This design comes from an exercise in tuning for small area on the open sky130 flow, not from production work. The RTL was checked by simulation tests, not by an equivalence proof against the original design.

==> flow/design.v, too long to show whole: its modules and the start of the top module <==
// module tgb_cos_rom: 44 lines
// module tgb_chan_trial: 1146 lines
// module tgb_fa: 4 lines
// module tgb_ha: 4 lines
// module tgb_xnor2: 3 lines
// module tgb_or2: 3 lines
module tgb_chan_trial (
    input  wire               clk,
    input  wire               rst,         
    input  wire               scheme,      
    input  wire [3:0]         sps,         
    input  wire [7:0]         phase_inc,   
    input  wire [7:0]         sigma,       
    input  wire               start,       
    input  wire               s_valid,
    input  wire [1:0]         sym_i,       
    input  wire [1:0]         sym_q,       
    input  wire signed [9:0]  noise,       
    output reg                r_valid,
    output wire signed [25:0] r_stat_i,
    output wire signed [25:0] r_stat_q,
    output wire               r_dec_i,     
    output wire               r_dec_q,
    output wire [15:0]        r_errs
);
  // ...
==> flow/flow/run.sh <==
#!/bin/bash
# The standard layout, with the port buffers that placement inserts taken as
# the smallest buffer (sky130_fd_sc_hd__buf_1); the resizer still upsizes any
# that timing or slew needs. Each step's full output stays in orfs/logs/;
# make's own output goes to make.log.
set -euo pipefail
bash standard.sh 'BUFFER_PORTS_ARGS=-buffer_cell sky130_fd_sc_hd__buf_1' finish > make.log 2>&1
==> flow/standard.sh <==
#!/bin/bash
# synth_recipe.tcl (not shown) runs the flow's synth.tcl, then flattens the netlist and writes it again
# the make line also repeats each setting of config.mk as NAME=value (left out here)
make -C /OpenROAD-flow-scripts/flow DESIGN_CONFIG=/design/flow/config.mk WORK_HOME=/design/flow/orfs CLKGATE_MAP_FILE= SYNTH_SCRIPT=/design/flow/synth_recipe.tcl "${@:-finish}"
==> flow/config.mk <==
export PLATFORM = sky130hd
export DESIGN_NAME = tgb_chan_trial
export DESIGN_NICKNAME = tgb_chan_trial
export VERILOG_FILES = /design/flow/design.v
export SDC_FILE = /design/flow/constraint.sdc
export NUM_CORES = 4
export LEC_CHECK = 0
export CAP_MARGIN = 20
export CORE_MARGIN = 2
export CORE_UTILIZATION = 75
export SLEW_MARGIN = 20
export SYNTH_HIERARCHICAL = 1
export SYNTH_MINIMUM_KEEP_SIZE = 0
==> flow/constraint.sdc <==
create_clock -name core_clock -period 30.0 [get_ports {clk}]
set_input_delay 6.0000 -clock core_clock [delete_from_list [all_inputs] [get_ports {clk}]]
set_output_delay 6.0000 -clock core_clock [all_outputs]
set_load 0.01 [all_outputs]
==> run summary, run 1 <==
via count=11.0k; CP startpoint=start; Layout Cells excl Fill=1734; Setup Skew=24.2 ps; Multi-In Gates=1203; Total Die Area=20500 µm²; Clock Sinks=81; Synth Register Bits=81; Worst Min Path Start=errs[6]; CP Depth=53; clock latency at the later pin of the worst-skew pair=360 ps; Hold EP=errs[6]; synth warn=8; H-tree depth=3; post-synthesis compound-gate area fraction=0.118; clk_buf instances=9; Reg-to-Reg End=e_i; Core Box Area=18800 µm²; post-route minimum period=23350 ps; final WL=34.2 mm; depth of the worst register-to-register path=59; Synth top cells by count=fa_1, nand2_1, a22oi_1; Hold Path Stages=2; drt pass-1 iters=6; Final clock-cell share=0.0198; met1 wire length=13.7 mm; top flop regs=acc_i: 25 flops, acc_q: 25 flops, errs: 16 flops; status=timing/DRC/antenna clean; DR WL met3=2.47 mm; final setup TNS=0 ps; sequential share of the synthesized area=0.112
==> run 2, diff against run 1 <==
==> flow/flow/run.sh (replaced) <==
#!/bin/bash
# The standard layout, with two changes that only affect how buffers are chosen:
#  - the port buffers that placement inserts are the smallest buffer
#    (sky130_fd_sc_hd__buf_1); the resizer still upsizes any that need it;
#  - clock tree synthesis clusters up to 41 sinks per clock buffer, uses
#    sky130_fd_sc_hd__clkbuf_16 and no dummy loads.
# Each step's full output stays in orfs/logs/; make's own output goes to make.log.
set -euo pipefail
bash standard.sh \
  'BUFFER_PORTS_ARGS=-buffer_cell sky130_fd_sc_hd__buf_1' \
  'CTS_ARGS=-sink_clustering_enable -sink_clustering_size 41 -sink_clustering_max_diameter 250 -repair_clock_nets -buf_list sky130_fd_sc_hd__clkbuf_16 -dont_use_dummy_load' \
  finish > make.log 2>&1
==> run 2 against run 1 <==
Effect of this change: synthesized cell count stayed put; count of clock-buffer cells in the layout stayed put; synthesized area stayed put; global-route usage hardly changed; cell area is 0.49% lower; worst setup slack worse by 14 ps; clock skew is 2.5 ps higher; sequential cell count stayed put; still clean on timing, DRC and antenna.
==> run summary, run 2 <==
most frequent CP cell=fa_1; clock buffer count from CTS=9; first-pass GRT wire length=56.3 mm; Synth top area share=0.351; DR iter-0 viols=1044; status=timing/DRC/antenna clean; post-synthesis instance total=1450; Max-Cap Viols=0; WP data arrival=23580 ps; clock latency at the later pin of the worst-skew pair=360 ps (about the same); final setup TNS=0 ps (unchanged); crit end category=register; Register Area=1620 µm²; EDFF count, synth=0; post-CTS setup buffer count=0; dominant synthesized flop cell=dfxtp_1; H-tree depth=3 (unchanged); layout cells sized above 1=0.0566; Post-Synth Adder-Cell Area=0.409; Initial Utilization=0.770; top post-synthesis cells by area=fa_1, dfxtp_1, xnor2_1; RSZ-0062 raised after global routing=false; startpoint types=input port; synth warn=8 (unchanged); worst-margin pin slew=906 ps; Pins Over Slew Limit=0; Hold Path Class=reg -> reg; RD Place Congestion=0.930; worst setup path class=in -> reg; FILL cells=1281; Worst path max stage delay=520 ps; drt wl/cell=19.7 µm; area leader, netlist=fa_1; die width=143 µm; Yosys cell types=73; Synth top cells by count=fa_1, nand2_1, a22oi_1; Synth Register Bits=81 (unchanged); pin count of the biggest net entering global routing=51; final core occ=0.796; footprint of the multi-input gates=12000 µm²; top flop regs=acc_i: 25 flops, acc_q: 25 flops, errs: 16 flops; Tcrit/Tclk final=0.779; commonest non-fill, non-tap cell in the layout=fa_1; slowest CP cell=fa_1; WP data required=30210 ps; synthesized cell area=14500 µm²; clock buffer depth=2; Residual DRC=0; Total Die Area=20500 µm² (unchanged); DR vias/cell=6.33; hpwl dp=26.1 mm; Synth Area per Inst=9.99 µm²; post-route minimum period=23370 ps (+14.1 ps); DRT antenna net count=0; Synth Area in Simple Gates=0.141; Clk pin slew, worst setup/hold paths=60 ps; height of the die=143 µm; most common cell in the netlist=fa_1; XOR/XNOR Fraction of Synth Area=0.126; Max-slew headroom=0.394; Top Ports=110; GR Util All Layers=0.352; via count=10.9k (-0.84%); main combinational cell family by area after synthesis=adder cells; Clock Sinks=81 (unchanged); Final Hold Viols=0; post-cts sizing count=0; P&R area growth vs syn=3.48%; # diodes=0; clk root buf=clkbuf_16; final setup vio count=0; most frequent cells in the layout=fa_1, nand2_1, a22oi_1, buf_1, xnor2_1; vias in the first global route=11.2k; TritonCTS clock tree=yes; post-synthesis compound-gate area fraction=0.118 (unchanged); Site Rows=50; sequential share of the synthesized area=0.112 (unchanged); Core Box Area=18800 µm² (unchanged); FMAX=0.0428 GHz; CP Max Fanout=44; Port Buffers=109; share of flip-flops with an asynchronous set or reset=0; # hold bufs at CTS=0; drt pass-1 iters=6 (unchanged); antenna violations before repair=0; post-synthesis mux area share=0.0358; final WL=33.9 mm (-0.65%); # nets final=1828; grt ovf=0; Setup Skew=26.7 ps (+2.51 ps)
[run 2: cell counts after synthesis]
Identical to the previous run, type by type.
[run 2: cells by family after synthesis]
kind of cell,after synthesis
adder cells (fa/ha/maj),321
AO/OA/AOI/OAI,244
buffers and inverters,166
flip-flops,81
XOR/XNOR,198
multiplexers,46
AND/OR/NAND/NOR,394
[run 2: area by class of cell]
type	instances	share of cell area
clock buffers	9	0.0150
inverters	32	0.00818
multi-input cells	1203	0.803
flip-flops and latches	81	0.108
well taps	260	0.0217
repair buffers	142	0.0439
[run 2: critical path: cells and delay by family]
| family | cells | cell delay [ps] |
|---|---|---|
| fa+ha+maj | 37 | 13890 |
| buf+inv | 5 | 1300 |
| xor+xnor | 5 | 1030 |
| simple gates | 4 | 990 |
| mux | 1 | 190 |
| compound gates | 1 | 120 |
[run 2: final timing paths]
| check | from | to | slack (ps) | cells after the start |
|---|---|---|---|---|
| setup / recovery | start | e_i | 6630 | 53 |
| hold / removal | errs[6] | errs[6] | 580 | 2 |
| setup reg to reg | phase[0] | e_i | 10500 | 59 |
| hold reg to reg | errs[6] | errs[6] | 580 | 2 |
[run 2: metrics by stage]
| step | area, µm² | hold WS (ps) | setup WS [ps] | cells |
|---|---|---|---|---|
| finish | 15000 | 582 | 6630 | 1727 |
| global route | 15000 | 607 | 5990 | 1727 |
| CTS | 15000 | 582 | 6790 | 1727 |
| detailed placement | 14800 | 567 | 6450 | 1718 |
| global placement | 14800 | 559 | 7060 | 1718 |
| floorplan | 14500 | 554 | 8040 | 1450 |
[run 2: routing by layer]
metal	track usage	share of wire	routed length, µm
met1	0.482	0.40	13600
met2	0.588	0.50	16900
met3	0.0449	0.074	2500
met4	0.110	0.027	931
met5	0	0	0
[run 2: per-module statistics from Yosys (local to each module, per instance)]
module / copies in the design / area [µm²]
tgb_cos_rom: 1 / 877
tgb_xnor2: 32 / 8.76
tgb_fa: 254 / 20.0
tgb_chan_trial: 1 / 7470
tgb_or2: 36 / 6.26
tgb_ha: 44 / 12.5
==> run 3, diff against run 2 <==
==> flow/flow/run.sh (replaced) <==
#!/bin/bash
# The standard layout, with changes that only affect which buffers are used:
#  - the port buffers that placement inserts are the smallest buffer
#    (sky130_fd_sc_hd__buf_1); the resizer still upsizes any that need it;
#  - the buffers that synthesis (abc) inserted are removed at floorplan, and
#    repair_design adds back only those that slew and capacitance limits need;
#  - clock tree synthesis uses sky130_fd_sc_hd__clkbuf_8 and no dummy loads.
# Each step's full output stays in orfs/logs/; make's own output goes to make.log.
set -euo pipefail
bash standard.sh \
  'BUFFER_PORTS_ARGS=-buffer_cell sky130_fd_sc_hd__buf_1' \
  'REMOVE_ABC_BUFFERS=1' \
  'CTS_ARGS=-sink_clustering_enable -repair_clock_nets -buf_list sky130_fd_sc_hd__clkbuf_8 -dont_use_dummy_load' \
  finish > make.log 2>&1
==> flow/config.mk (replaced) <==
export PLATFORM = sky130hd
export DESIGN_NAME = tgb_chan_trial
export DESIGN_NICKNAME = tgb_chan_trial
export VERILOG_FILES = /design/flow/design.v
export SDC_FILE = /design/flow/constraint.sdc
export NUM_CORES = 4
export LEC_CHECK = 0
export CAP_MARGIN = 0
export CORE_MARGIN = 2
export CORE_UTILIZATION = 85
export GPL_TIMING_DRIVEN = 0
export SLEW_MARGIN = 0
export SYNTH_HIERARCHICAL = 1
export SYNTH_MINIMUM_KEEP_SIZE = 0
==> run 3 against run 2 <==
Effect of this change: clock skew grew 7.8 ps; cell area shrank 1.4%; cell count shrank 3.5%; register-to-register slack lost 930 ps; critical path depth shrank 1.
==> run summary, run 3 <==
status=timing/DRC/antenna clean; Synth top area share=0.351 (unchanged); Reg-to-Reg End=e_q; FF-to-FF Start=phase[0]; Tcrit/Tclk final=0.819 (+0.0402); vias in the first global route=12.0k (+7.3%); WP data arrival=24830 ps (+1250 ps); # nets final=1808 (-1.1%); Port Buffers=109 (unchanged); Layout Cells excl Fill=1667 (-3.5%); synth warn=8 (unchanged); height of the die=135 µm (-5.9%); most frequent CP cell=fa_1; post-cts sizing count=0 (unchanged); Initial Utilization=0.871 (+0.101); clk root buf=clkbuf_8; Placed Instances=1658 (-3.5%); DR iter-0 viols=1084 (+3.8%); RD Place Congestion=0.975 (+4.8%); most common cell in the netlist=fa_1; area leader, netlist=fa_1; P&R area growth vs syn=1.99%; H-tree depth=3 (unchanged); antenna violations before repair=0 (unchanged); Total Die Area=18100 µm² (-11%); worst-margin pin slew=1340 ps (+438 ps); Site Rows=47 (-6.0%); post-CTS setup buffer count=0 (unchanged); slowest CP cell=nor2_2; RSZ-0062 raised after global routing=false; EDFF count, synth=0 (unchanged); DP Worst Slack=5350 ps (-1110 ps); most frequent cells in the layout=fa_1, nand2_1, a22oi_1, buf_1, xnor2_1; Core Box Area=16600 µm² (-12%); Max-slew headroom=0.104 (-0.290); drt pass-1 iters=6 (unchanged); first-pass GRT wire length=60.2 mm (+7.0%); final setup TNS=0 ps (unchanged); dpl cell area=14700 µm² (-0.80%); commonest non-fill, non-tap cell in the layout=fa_1; drt wl/cell=22.0 µm (+12%); Register Area=1620 µm² (unchanged); hpwl dp=28.8 mm (+10%); startpoint types=input port; TritonCTS clock tree=yes; top flop regs=acc_i: 25 flops, acc_q: 25 flops, errs: 16 flops; via count=11.4k (+4.4%); layout cells sized above 1=0.0504 (-0.00613); Synth Area per Inst=9.99 µm² (unchanged); synthesized cell area=14500 µm² (unchanged); WP data required=30260 ps (+50 ps); sequential share of the synthesized area=0.112 (unchanged); FILL cells=807 (-37%); top post-synthesis cells by area=fa_1, dfxtp_1, xnor2_1; clock buffer depth=2 (unchanged); share of flip-flops with an asynchronous set or reset=0 (unchanged); clock buffer count from CTS=9 (unchanged); CP startpoint=start; Clk pin slew, worst setup/hold paths=90 ps (+30 ps); worst setup path class=in -> reg; Yosys cell types=73 (unchanged); CP Capture Point=e_q; pin count of the biggest net entering global routing=45 (-12%); post-synthesis instance total=1450 (unchanged); depth of the worst register-to-register path=59 (unchanged); fin area=14800 µm² (-1.4%); footprint of the multi-input gates=12100 µm² (+0.21%); # hold bufs at CTS=0 (unchanged); post-route minimum period=24570 ps (+1210 ps); Max-Cap Viols=0 (unchanged); reg-to-reg setup timing slack=9570 ps (-930 ps); die width=135 µm (-5.9%); clock latency at the later pin of the worst-skew pair=390 ps (+30 ps); Worst path max stage delay=900 ps (+380 ps); crit end category=register; worst setup margin=5430 ps (-1210 ps); Clock Sinks=81 (unchanged); Pins Over Slew Limit=0 (unchanged); Final Hold Viols=0 (unchanged); grt ovf=0 (unchanged); Top Ports=110 (unchanged); Synth top cells by count=fa_1, nand2_1, a22oi_1; final setup vio count=0 (unchanged); final WL=36.7 mm (+8.1%); DRT antenna net count=0 (unchanged); FMAX=0.0407 GHz (-4.9%); DR vias/cell=6.84 (+8.2%); Hold Path Class=reg -> reg; Synth Register Bits=81 (unchanged); Residual DRC=0 (unchanged); GR Util All Layers=0.427 (+0.0757); dominant synthesized flop cell=dfxtp_1; # diodes=0 (unchanged); CP Max Fanout=44 (unchanged); Setup Skew=34.5 ps (+7.79 ps)
==> run 3: cell count changes in the layout (fill, tap and decap cells not counted), moves of 2 or more <==
cell,before,now
clkbuf_8,0,9
buf_8,0,2
buf_4,33,3
nor2_1,72,62
clkbuf_16,9,0
buf_6,0,7
nor2_2,2,12
==> run 3: area by class of cell <==
type / instances / share of cell area
clock buffers: 9 / 0.00838
flip-flops and latches: 81 / 0.110
multi-input cells: 1203 / 0.816
well taps: 220 / 0.0186
inverters: 32 / 0.00830
repair buffers: 122 / 0.0385
==> run 3: worst min-delay path by stage <==
stage                          to  cells past startpoint  slack (ps)     from
after floorplan            cnt[3]                      2         560   cnt[3]
after global placement    errs[6]                      2         560  errs[6]
after detailed placement  errs[1]                      2         570  errs[1]
after CTS                 errs[9]                      2         590  errs[9]
after global routing      errs[1]                      2         630  errs[1]
final                     errs[9]                      2         590  errs[9]
==> run 3: Yosys stat by module (local to each module, per instance) <==
module,flops+latches,cells inside,copies in the design,area [µm²]
tgb_chan_trial,81,956,1,7470
tgb_cos_rom,0,128,1,877
tgb_fa,0,1,254,20.0
tgb_ha,0,1,44,12.5
tgb_or2,0,1,36,6.26
tgb_xnor2,0,1,32,8.76
==> run 3: per-layer routing <==
layer / vias to the layer above / global-route usage / wire length [µm]
li1: 4816 / - / -
met1: 5646 / 0.542 / 13200
met2: 775 / 0.693 / 17900
met3: 172 / 0.0998 / 3620
met4: 0 / 0.220 / 1980
met5: - / 0 / 0
==> run 3: worst max-delay path, delay by kind of cell <==
family	cells	cell delay (ps)
AOI/OAI and AO/OA	1	280
xor gates and xnor gates	6	1310
adders and majority gates	37	14160
buffers and inverters	3	1300
and+or+nand+nor	5	1710
==> run 3: logic make-up (layout without fill, tap and decap cells) <==
family / count (synthesis) / count (layout) / synth area share
XOR/XNOR: 198 / 198 / 0.126
flip-flops: 81 / 81 / 0.112
AND/OR/NAND/NOR: 394 / 394 / 0.141
adder cells (fa/ha/maj): 321 / 321 / 0.409
multiplexers: 46 / 46 / 0.0358
AO/OA/AOI/OAI: 244 / 244 / 0.118
buffers and inverters: 166 / 163 / 0.0590
==> run 3: through the flow <==
stage / util / hold WS (ps)
floorplan: - / 558
global placement: 0.868 / 557
detailed placement: 0.880 / 569
CTS: 0.888 / 592
global route: 0.888 / 633
finish: 0.888 / 589
==> run 4, diff against run 3 <==
--- a/flow/config.mk
+++ b/flow/config.mk
@@ -7,7 +7,7 @@
 export LEC_CHECK = 0
 export CAP_MARGIN = 0
 export CORE_MARGIN = 2
-export CORE_UTILIZATION = 85
+export CORE_UTILIZATION = 75
 export GPL_TIMING_DRIVEN = 0
 export SLEW_MARGIN = 0
 export SYNTH_HIERARCHICAL = 1
==> run 4 against run 3 <==
Effect of this change: global-route usage fell by 8.8 points; critical path type unchanged; sequential cell count did not move; cell area rose by 0.30%; highest routed layer unchanged; still clean on timing, DRC and antenna; critical path depth fell by 1.
==> run summary, run 4 <==
status=timing/DRC/antenna clean; DR iter-0 viols=903 (-17%); Residual DRC=0 (unchanged); clock latency at the later pin of the worst-skew pair=390 ps (about the same); most frequent CP cell=fa_1; Max-slew headroom=0.118 (+0.0136); die width=143 µm (+6.3%); crit end category=register; RSZ-0062 raised after global routing=false; post-synthesis instance total=1450 (unchanged); most common cell in the netlist=fa_1; worst setup path class=in -> reg; Clock Sinks=81 (unchanged); slowest CP cell=nor2_2; Initial Utilization=0.770 (-0.101); EDFF count, synth=0 (unchanged); Max-Cap Viols=0 (unchanged); Core Box Area=18800 µm² (+13%); via count=10.7k (-6.0%); share of flip-flops with an asynchronous set or reset=0 (unchanged); top post-synthesis cells by area=fa_1, dfxtp_1, xnor2_1; drt pass-1 iters=6 (unchanged); post-CTS setup buffer count=0 (unchanged); vias in the first global route=10.8k (-9.5%); post-cts sizing count=0 (unchanged); Clk pin slew, worst setup/hold paths=100 ps (about the same); final WL=32.6 mm (-11%); most frequent cells in the layout=fa_1, nand2_1, a22oi_1, buf_1, xnor2_1; WP data arrival=24680 ps (-150 ps); Port Buffers=109 (unchanged); TritonCTS clock tree=yes; P&R area growth vs syn=2.30%; Synth Area per Inst=9.99 µm² (unchanged); WP data required=30250 ps (about the same); # diodes=0 (unchanged); drt wl/cell=19.1 µm (-13%); grt ovf=0 (unchanged); clk root buf=clkbuf_8; layout cells sized above 1=0.0504 (unchanged); commonest non-fill, non-tap cell in the layout=fa_1; Tcrit/Tclk final=0.814 (-0.00472); worst-margin pin slew=1320 ps (-20.5 ps); Pins Over Slew Limit=0 (unchanged); clock buffer depth=2 (unchanged); pin count of the biggest net entering global routing=45 (unchanged); dominant synthesized flop cell=dfxtp_1; FILL cells=1312 (+63%); post-route minimum period=24430 ps (-142 ps); synth warn=8 (unchanged); antenna violations before repair=1 (+1); RD Place Congestion=0.942 (-3.4%); Final Hold Viols=0 (unchanged); CP Max Fanout=44 (unchanged); area leader, netlist=fa_1; sequential share of the synthesized area=0.112 (unchanged); height of the die=143 µm (+6.3%); Synth top area share=0.351 (unchanged); H-tree depth=3 (unchanged); Synth top cells by count=fa_1, nand2_1, a22oi_1; FMAX=0.0409 GHz (+0.58%); top flop regs=acc_i: 25 flops, acc_q: 25 flops, errs: 16 flops; final setup TNS=0 ps (unchanged); footprint of the multi-input gates=12100 µm² (unchanged); startpoint types=input port; DR vias/cell=6.29 (-8.2%); final setup vio count=0 (unchanged); Yosys cell types=73 (unchanged); DP Worst Slack=5320 ps (-33.1 ps); Total Die Area=20500 µm² (+13%); Register Area=1620 µm² (unchanged); Worst path max stage delay=830 ps (-70 ps); synthesized cell area=14500 µm² (unchanged); # nets final=1808 (unchanged); first-pass GRT wire length=54.5 mm (-9.5%); GR Util All Layers=0.339 (-0.0883); Top Ports=110 (unchanged); Setup Skew=40.0 ps (+5.49 ps); clock buffer count from CTS=9 (unchanged); Site Rows=50 (+6.4%); hpwl dp=25.4 mm (-12%); # hold bufs at CTS=0 (unchanged); worst setup margin=5570 ps (+142 ps); Synth Register Bits=81 (unchanged); Hold Path Class=reg -> reg; DRT antenna net count=0 (unchanged)
-- run 4: cell counts after synthesis --
No cell type changed its count.
-- run 4: cells by family after synthesis --
logic type	share of synthesized area
AO/OA/AOI/OAI	0.118
XOR/XNOR	0.126
adder cells (fa/ha/maj)	0.409
AND/OR/NAND/NOR	0.141
flip-flops	0.112
buffers and inverters	0.0590
multiplexers	0.0358
-- run 4: path summary, 6_finish.rpt --
check                 from       to  slack (ps)  depth (start not counted)
setup / recovery     start      e_i        5570                         51
hold / removal     errs[8]  errs[8]         590                          2
setup reg to reg  phase[0]      e_i        9770                         58
hold reg to reg    errs[8]  errs[8]         590                          2
-- run 4: area by class of cell --
class / count / share of cell area
multi-input cells: 1203 / 0.814
repair buffers: 122 / 0.0381
clock buffers: 9 / 0.00835
well taps: 260 / 0.0219
flip-flops and latches: 81 / 0.109
inverters: 32 / 0.00827
-- run 4: critical path: cells and delay by family --
kind | cells | cell delay (ps)
AOI/OAI and AO/OA | 1 | 230
xor gates and xnor gates | 6 | 1680
adders and majority gates | 37 | 13880
buffers and inverters | 3 | 1240
and+or+nand+nor | 4 | 1580
-- run 4: metrics by stage --
stage | cell area [µm²] | utilization | hold slack (ps) | std cells
2_1_floorplan | 13800 | - | 558 | 1316
3_3_place_gp | 14500 | 0.770 | 558 | 1685
3_5_place_dp | 14700 | 0.781 | 572 | 1698
4_1_cts | 14800 | 0.787 | 592 | 1707
5_1_grt | 14800 | 0.787 | 611 | 1707
6_report | 14800 | 0.787 | 586 | 1707
-- run 4: layer usage --
layer	global-route usage	up-vias	share of wire
met3	0.0449	53	0.071
met2	0.541	458	0.48
met4	0.100	0	0.028
met5	0	-	0
li1	-	4814	-
met1	0.490	5405	0.42
-- run 4: Yosys stat by module (local to each module, per instance) --
module | area, µm² | flops+latches
tgb_cos_rom | 877 | 0
tgb_chan_trial | 7470 | 81
tgb_fa | 20.0 | 0
tgb_ha | 12.5 | 0
tgb_or2 | 6.26 | 0
tgb_xnor2 | 8.76 | 0
==> run 5, diff against run 4 <==
==> flow/flow/run.sh (replaced) <==
#!/bin/bash
# The standard layout, with changes that only affect which buffers are used:
#  - the port buffers that placement inserts are the smallest buffer
#    (sky130_fd_sc_hd__buf_1); the resizer still upsizes any that need it;
#  - the buffers that synthesis (abc) inserted are removed at floorplan, and
#    repair_design adds back only those that slew and capacitance limits need;
#  - clock tree synthesis uses sky130_fd_sc_hd__clkbuf_4 and _8 and no dummy loads.
# Each step's full output stays in orfs/logs/; make's own output goes to make.log.
set -euo pipefail
bash standard.sh \
  'BUFFER_PORTS_ARGS=-buffer_cell sky130_fd_sc_hd__buf_1' \
  'REMOVE_ABC_BUFFERS=1' \
  'CTS_ARGS=-sink_clustering_enable -repair_clock_nets -buf_list "sky130_fd_sc_hd__clkbuf_4 sky130_fd_sc_hd__clkbuf_8" -dont_use_dummy_load' \
  finish > make.log 2>&1
==> run 5 against run 4 <==
Effect of this change: the run now fails in clock tree synthesis; synthesized area stayed put; synthesized cell count is the same.
==> run summary, run 5 <==
status=did not finish; Fail Step=clock tree synthesis; Err=[ERROR STA-0564] clock_tree_synthesis positional arguments not supported.; area leader, netlist=fa_1; Initial Utilization=0.770 (unchanged); Synth top area share=0.351 (unchanged); die width=143 µm (unchanged); RD Place Congestion=0.942 (unchanged); Top Ports=110 (unchanged); Synth Area per Inst=9.99 µm² (unchanged); hpwl dp=25.4 mm (unchanged); top post-synthesis cells by area=fa_1, dfxtp_1, xnor2_1; Site Rows=50 (unchanged); dpl cell area=14700 µm² (unchanged); post-synthesis instance total=1450 (unchanged); height of the die=143 µm (unchanged); Synth top cells by count=fa_1, nand2_1, a22oi_1; dominant synthesized flop cell=dfxtp_1; most common cell in the netlist=fa_1; synth warn=8 (unchanged); Yosys cell types=73 (unchanged); EDFF count, synth=0 (unchanged); share of flip-flops with an asynchronous set or reset=0 (unchanged); sequential share of the synthesized area=0.112 (unchanged); Placed Instances=1698 (unchanged); synthesized cell area=14500 µm² (unchanged); Port Buffers=109 (unchanged); Synth Register Bits=81 (unchanged)
run 5: cell counts after synthesis:
Identical to the previous run, type by type.
run 5: how the worst min path moves through the flow:
stage,from,end
after detailed placement,errs[8],errs[8]
after global placement,errs[7],errs[7]
after floorplan,cnt[3],cnt[3]
run 5: logic make-up after synthesis:
family | after synthesis | share of synthesized area
flip-flops | 81 | 0.112
XOR/XNOR | 198 | 0.126
adder cells (fa/ha/maj) | 321 | 0.409
buffers and inverters | 166 | 0.0590
AO/OA/AOI/OAI | 244 | 0.118
AND/OR/NAND/NOR | 394 | 0.141
multiplexers | 46 | 0.0358
run 5: per-stage QoR:
stage,setup WS [ps]
2_1_floorplan,7700
3_3_place_gp,4080
3_5_place_dp,5320
run 5: Yosys stat by module (local to each module, per instance):
module | times used | cells
tgb_chan_trial | 1 | 956
tgb_xnor2 | 32 | 1
tgb_ha | 44 | 1
tgb_cos_rom | 1 | 128
tgb_fa | 254 | 1
tgb_or2 | 36 | 1
==> run 6, diff against run 5 <==
--- a/flow/flow/run.sh
+++ b/flow/flow/run.sh
@@ -10,5 +10,5 @@
 bash standard.sh \
   'BUFFER_PORTS_ARGS=-buffer_cell sky130_fd_sc_hd__buf_1' \
   'REMOVE_ABC_BUFFERS=1' \
-  'CTS_ARGS=-sink_clustering_enable -repair_clock_nets -buf_list "sky130_fd_sc_hd__clkbuf_4 sky130_fd_sc_hd__clkbuf_8" -dont_use_dummy_load' \
+  'CTS_ARGS=-sink_clustering_enable -repair_clock_nets -buf_list {sky130_fd_sc_hd__clkbuf_4 sky130_fd_sc_hd__clkbuf_8} -dont_use_dummy_load' \
   finish > make.log 2>&1
==> run 6 against run 5 <==
Effect of this change: synthesized cell count stayed put; synthesized area stayed put; now clean on timing, DRC and antenna.
==> run summary, run 6 <==
Synth Area per Inst=9.99 µm² (unchanged); post-cts sizing count=0; Pins Over Slew Limit=0; Port Buffers=109 (unchanged); Tcrit/Tclk final=0.814; via count=10.7k; DRT antenna net count=0; final core occ=0.787; Layout Cells excl Fill=1707; Worst path max stage delay=830 ps; Yosys cell types=73 (unchanged); TritonCTS clock tree=yes; post-synthesis mux area share=0.0358 (unchanged); # hold bufs at CTS=0; clock latency at the later pin of the worst-skew pair=390 ps; post-route minimum period=24430 ps; Reg-to-Reg End=e_i; Synth top cells by count=fa_1, nand2_1, a22oi_1; XOR/XNOR Fraction of Synth Area=0.126 (unchanged); layout cells sized above 1=0.0504; FF-to-FF Start=phase[0]; EDFF count, synth=0 (unchanged); dominant synthesized flop cell=dfxtp_1; final setup vio count=0; Setup Skew=40.0 ps; worst-margin pin slew=1320 ps; Initial Utilization=0.770 (unchanged); share of flip-flops with an asynchronous set or reset=0 (unchanged); RSZ-0062 raised after global routing=false; top post-synthesis cells by area=fa_1, dfxtp_1, xnor2_1; status=timing/DRC/antenna clean; post-synthesis compound-gate area fraction=0.118 (unchanged); height of the die=143 µm (unchanged); first-pass GRT wire length=54.5 mm; area leader, netlist=fa_1; CP Max Fanout=44; pin count of the biggest net entering global routing=45; GR Util All Layers=0.339; Synth Area in Simple Gates=0.141 (unchanged); post-CTS setup buffer count=0; Hold EP=errs[8]; vias in the first global route=10.8k; Clock Sinks=81; final setup TNS=0 ps; WP data required=30250 ps; clock buffer depth=2; DR iter-0 viols=903; # nets final=1808; sequential share of the synthesized area=0.112 (unchanged); # diodes=0; most frequent cells in the layout=fa_1, nand2_1, a22oi_1, buf_1, xnor2_1; Final Hold Viols=0; crit end category=register; Max-slew headroom=0.118; Hold Path Class=reg -> reg; worst setup path class=in -> reg; final WL=32.6 mm; Synth top area share=0.351 (unchanged); synth warn=8 (unchanged); main combinational cell family by area after synthesis=adder cells; P&R area growth vs syn=2.30%; WP data arrival=24680 ps; Core Box Area=18800 µm²; Placed Instances=1698 (unchanged); commonest non-fill, non-tap cell in the layout=fa_1; reg-to-reg setup timing slack=9770 ps; Total Die Area=20500 µm²; DR vias/cell=6.29; die width=143 µm (unchanged); Residual DRC=0; Hold Path Stages=2; startpoint types=input port; grt ovf=0; antenna violations before repair=1; synthesized cell area=14500 µm² (unchanged); Top Ports=110 (unchanged); Site Rows=50 (unchanged); H-tree depth=3; post-synthesis instance total=1450 (unchanged); slowest CP cell=nor2_2; Worst Min Path Start=errs[8]; Clk pin slew, worst setup/hold paths=100 ps; clk root buf=clkbuf_8; Max-Cap Viols=0; drt wl/cell=19.1 µm; hpwl dp=25.4 mm (unchanged); most common cell in the netlist=fa_1; clock buffer count from CTS=9; Synth Register Bits=81 (unchanged); most frequent CP cell=fa_1; top flop regs=acc_i: 25 flops, acc_q: 25 flops, errs: 16 flops; Post-Synth Adder-Cell Area=0.409 (unchanged); RD Place Congestion=0.942 (unchanged); depth of the worst register-to-register path=58; drt pass-1 iters=6; FMAX=0.0409 GHz
-- run 6: metrics by stage --
stage	hold slack, ps	area, µm²	setup WS [ps]
4_1_cts	592	14800	5710
3_5_place_dp	572	14700	5320
3_3_place_gp	558	14500	4080
5_1_grt	611	14800	4890
2_1_floorplan	558	13800	7700
6_report	586	14800	5570
-- run 6: logic make-up after synthesis --
| kind of cell | after synthesis |
|---|---|
| AO/OA/AOI/OAI | 244 |
| flip-flops | 81 |
| XOR/XNOR | 198 |
| multiplexers | 46 |
| buffers and inverters | 166 |
| AND/OR/NAND/NOR | 394 |
| adder cells (fa/ha/maj) | 321 |
-- run 6: worst max-delay path by stage --
stage,startpoint,endpoint,slack (ps),depth (start not counted)
finish,start,e_i,5570,51
global route,start,e_i,4890,51
CTS,start,e_i,5710,51
detailed placement,start,e_i,5320,51
global placement,start,e_i,4080,51
floorplan,start,e_q,7700,51
-- run 6: modules after synthesis (local to each module, per instance) --
module	cell area, µm²	flops+latches	times used	cells
tgb_cos_rom	877	0	1	128
tgb_fa	20.0	0	254	1
tgb_or2	6.26	0	36	1
tgb_ha	12.5	0	44	1
tgb_xnor2	8.76	0	32	1
tgb_chan_trial	7470	81	1	956
-- run 6: layer usage --
| metal | global-route usage | part of all wire |
|---|---|---|
| met1 | 0.490 | 0.42 |
| met2 | 0.541 | 0.48 |
| met3 | 0.0449 | 0.071 |
| met4 | 0.100 | 0.028 |
| met5 | 0 | 0 |
-- run 6: critical path: cells and delay by family --
| kind | cells | cell delay (ps) |
|---|---|---|
| adder cells (fa/ha/maj) | 37 | 13880 |
| XOR/XNOR | 6 | 1680 |
| AO/OA/AOI/OAI | 1 | 230 |
| AND/OR/NAND/NOR | 4 | 1580 |
| buffers and inverters | 3 | 1240 |
-- run 6: final cells by class --
class                           instances  area [µm²]
Inverter                               32         123
Multi-Input combinational cell       1203       12100
Fill cell                            1312        4000
Tap cell                              260         325
Clock buffer                            9         124
Timing Repair Buffer                  122         564
Sequential cell                        81        1620

-- separate check: timing with driven ports --
The flow's constraints put no driver on any port. The routed layouts listed below were extracted and timed again, unchanged, in two steps. Step 1, drivers: a clkbuf_16 drives clk and a buf_2 each remaining input, both assumed. Step 2 adds t to the input delays and takes it off the output delays; t is the mean of the earliest and latest rising clock arrival at the registers after step 1. Input paths then give back, and output paths get back, about the clock's delay inside the block. Slacks: no drivers / after step 1 / after step 2; pairs: no drivers / after step 1.
run | t (ns) | setup slack, ns | worst register clock-pin slew, ns
run 1 | 0.395 | 6.648 / 6.659 / 6.264 | 0.09 / 0.09
run 2 | 0.391 | 6.634 / 6.646 / 6.255 | 0.07 / 0.07
run 3 | 0.420 | 5.428 / 5.445 / 5.025 | 0.11 / 0.11
run 4 | 0.417 | 5.569 / 5.588 / 5.171 | 0.10 / 0.10
run 6 | 0.417 | 5.569 / 5.588 / 5.171 | 0.10 / 0.10
After both steps every run listed still meets setup and hold. The setup slack of run 3, which loses most, moves by +0.017 ns with the drivers and by -0.403 ns with both steps.
